Background: an optimization exercise with open tools, aiming at small area, a short achievable clock period and few clock cycles. Do not read the settings as production practice. Where RTL was checked, it was by simulation tests only, not by an equivalence proof against the original. No activity file was given, so power comes from the tool's default toggle rates.

== alpha ==
==> flow/design.v (excerpt) <==
module dem_encoder (
    input  wire        clk,
    input  wire        rst,         
    input  wire        start,
    input  wire [15:0] in_len,      
    input  wire [15:0] out_cap,     
    output wire        busy,
    output reg         done,
    output reg         fail,
    output reg  [3:0]  cause,       
    output reg  [15:0] out_len,     
    output wire        rd_en,
    output wire [13:0] rd_addr,     
    input  wire [31:0] rd_data,
    output wire        out_valid,
    output wire [7:0]  out_data,
    input  wire        out_ready
);
export LEC_CHECK = 0
export CAP_MARGIN = 20
export CORE_MARGIN = 2
export CORE_UTILIZATION = 40
export SETUP_SLACK_MARGIN = 5
export SLEW_MARGIN = 20
export TNS_END_PERCENT = 100
create_clock -name core_clock -period 10.0 [get_ports {clk}]
run.sh (not shown) runs the stock make flow with config.mk's settings and CLKGATE_MAP_FILE= SYNTH_SCRIPT=/design/flow/synth_recipe.tcl, a recipe that flattens the netlist after the stock synthesis.
alpha reached the end of the flow, and the finished layout is clean on the timing, design-rule and antenna checks.
Here is what was changed in the inputs of beta compared with alpha.
--- a/flow/config.mk
+++ b/flow/config.mk
@@ -10,4 +10,2 @@
 export CORE_UTILIZATION = 40
-export SETUP_SLACK_MARGIN = 5
 export SLEW_MARGIN = 20
-export TNS_END_PERCENT = 100
[summary]
- Summary of beta over alpha: final area moved down, clock power neither gained nor lost much, portion of the layout cell area used by clock cells picked up an extra 0.26 points, worst setup slack decreased 1510 ps, fraction of area in multi-input gates flat.
- Sequential share of cell area, alpha and beta: lower on alpha
- Looking only at signed area change from the synthesized netlist to the final layout, and setting everything else aside, the higher value of alpha and beta goes to alpha.
No functional check of the RTL was part of any run of this note.

* * *

== v56 ==
dem_encoder, a different RTL version from the one above (not shown whole).
Size in the first run: ~290 flip-flops, ~120 I/O pins, roughly 17000 um2 of cells after synthesis.
clock: 10.0 ns
lec_check: 0
cap_margin: 20
core_margin: 2
core_utilization: 40
cts_buf_list: sky130_fd_sc_hd__clkbuf_4 sky130_fd_sc_hd__clkbuf_8
setup_slack_margin: 5
slew_margin: 20
tns_end_percent: 100
standard.sh (not shown) runs the stock make flow with config.mk's settings and CLKGATE_MAP_FILE= SYNTH_SCRIPT=/design/flow/synth_recipe.tcl, a recipe that flattens the netlist after the stock synthesis.
==> flow/flow/run.sh <==
#!/bin/bash
# The standard layout (standard.sh: the standard synthesis and ORFS flow), with
# plain buf_1 port buffers and the setup repair aimed 6 ns below the clock period.
set -euo pipefail
bash standard.sh SETUP_SLACK_MARGIN=6 "BUFFER_PORTS_ARGS=-buffer_cell sky130_fd_sc_hd__buf_1" finish > standard.log 2>&1
Testbench counts of v56, summed over its fixed seeds: cycles 44,927.
The inputs of v41 differ from those of v56 as listed below.
==> flow/flow/run.sh <==
#!/bin/bash
# The standard layout (standard.sh: the standard synthesis and ORFS flow), with
# plain buf_1 port buffers and the setup repair aimed 6 ns below the clock period.
set -euo pipefail
bash standard.sh SETUP_SLACK_MARGIN=6 "BUFFER_PORTS_ARGS=-buffer_cell sky130_fd_sc_hd__buf_1" "CTS_ARGS=-sink_clustering_enable -repair_clock_nets -buf_list {sky130_fd_sc_hd__clkbuf_4 sky130_fd_sc_hd__clkbuf_8} -dont_use_dummy_load" finish > standard.log 2>&1
## What came out
Every run in the comparison, v56 and v41, completed the flow with a clean layout. Comparing v41 with v56, the count of multi-input gates came out essentially unchanged. Non-filler instance count after layout, v56 and v41: higher on v56. Compared v56 against v41; final critical-path share of the clock period within noise. In the tables for v56 and v41, sequential fraction of design power reads lower with v56. Summary of v41 over v56: ratio of total power to cell area moved down, total met3 wirelength after detailed routing now sits higher, cell area lost about 1.6%. Going from v56 to v41, the share of power burned in combinational logic was found to have gone up by 1.3 points. Layout overhead on the synthesized area delta for v41 relative to v56: 2.0 points lower. Routed wire length delta (v56 -> v41): insignificant. Looking only at clock tree buffer count of the final layout, and setting everything else aside, the lower value of v56 and v41 goes to v41.
Inputs modified between v41 and v57:
==> flow/flow/run.sh <==
#!/bin/bash
# The standard layout (standard.sh: the standard synthesis and ORFS flow), with
# plain buf_1 port buffers and the setup repair aimed 7 ns below the clock period.
set -euo pipefail
bash standard.sh SETUP_SLACK_MARGIN=7 "BUFFER_PORTS_ARGS=-buffer_cell sky130_fd_sc_hd__buf_1"  finish > standard.log 2>&1
Results
Relative to v41, the utilization of v57 is higher by 11 points.
Critical path depth in v57 vs v41: down 1
Looking at worst clock skew on the final layout across both flows, v57 is the stronger of the two, with v41 trailing.
v57 ends up with a met2 track utilization from global routing that is 4.6 points higher than in v41.
v57 vs. v41: power went up by 18%.
--- input diff v57..v17 ---
==> flow/flow/run.sh <==
#!/bin/bash
# The standard layout (standard.sh: the standard synthesis and ORFS flow), with
# plain buf_1 port buffers and the setup repair aimed 5 ns below the clock period.
set -euo pipefail
bash standard.sh SETUP_SLACK_MARGIN=5 "BUFFER_PORTS_ARGS=-buffer_cell sky130_fd_sc_hd__buf_1" finish > standard.log 2>&1
Results
For the instance count on the critical path, v17 came in 3 lower than v57 did.
On buffers inserted during post-CTS setup optimization: v17 sits below v57.
Lower count of clock-buffer cells in the layout goes to v17 over v57.
Diff v57 -> v17 | part of the total power dissipated in combinational logic | decrease of 8.7 points
v17 against v57: number of instances in the placed design held, count of routing violations after the opening detailed-route iteration now sits lower.
On peak supply drop: between v57 and v17, it ends up higher for v17.
For v49, these inputs were changed with respect to v17:
==> flow/run.sh (new file) <==
#!/bin/bash
# synth_recipe.tcl (not shown) runs the flow's synth.tcl, then flattens the netlist and writes it again
# the make line also repeats each setting of config.mk as NAME=value (left out here)
make -C /OpenROAD-flow-scripts/flow DESIGN_CONFIG=/design/flow/config.mk WORK_HOME=/design/flow/orfs CLKGATE_MAP_FILE= SYNTH_SCRIPT=/design/flow/synth_recipe.tcl finish
removed: flow/flow/run.sh
removed: flow/standard.sh
- Every stage of the flow completed for v49, and the final layout passed the timing, design-rule and antenna checks.
- ~same multi-input logic cell count in v49 and v17
- v17 -> v49: clock power flat
- Taking v17 as the reference, in v49 clock buffer instance count of the final layout now larger; first-iteration DRC count now smaller.

==> re-timing with driven ports <==
The flow's constraints put no driver on any port. The routed layouts listed below were extracted and timed again, unchanged, in two steps.
Step 1 sets driving cells, clkbuf_16 on the clock port and buf_2 on the other inputs (assumed; they add their load-dependent delay and slew).
Step 2 moves the port delays by t, midway between the first and last clock arrival at a register: inputs arrive t later, outputs are due t later. That takes back most of the time a late clock gives input paths.
a / b / c = ideal ports / drivers / drivers and shift; a / b = the first two.
| run | t, ns | setup WS [ns] | latest minus earliest clock arrival (ns) | worst slew at a driven data input, ns |
|---|---|---|---|---|
| alpha | 0.601 | 5.077 / 5.052 / 4.485 | 0.021 / 0.021 | 0.05 |
| beta | 0.594 | 3.567 / 3.567 / 3.279 | 0.030 / 0.030 | 0.06 |
| v56 | 0.621 | 5.594 / 5.545 / 5.413 | 0.015 / 0.015 | 0.07 |
| v41 | 0.612 | 5.602 / 5.554 / 5.303 | 0.031 / 0.032 | 0.07 |
| v57 | 0.633 | 5.699 / 5.653 / 5.433 | 0.020 / 0.019 | 0.10 |
| v17 | 0.637 | 5.117 / 5.072 / 4.758 | 0.029 / 0.029 | 0.05 |
| v49 | 0.670 | 5.111 / 5.061 / 4.473 | 0.032 / 0.032 | 0.05 |
After both steps every run listed still meets setup and hold. The setup slack of v49, which loses most, moves by -0.050 ns with the drivers and by -0.638 ns with both steps.
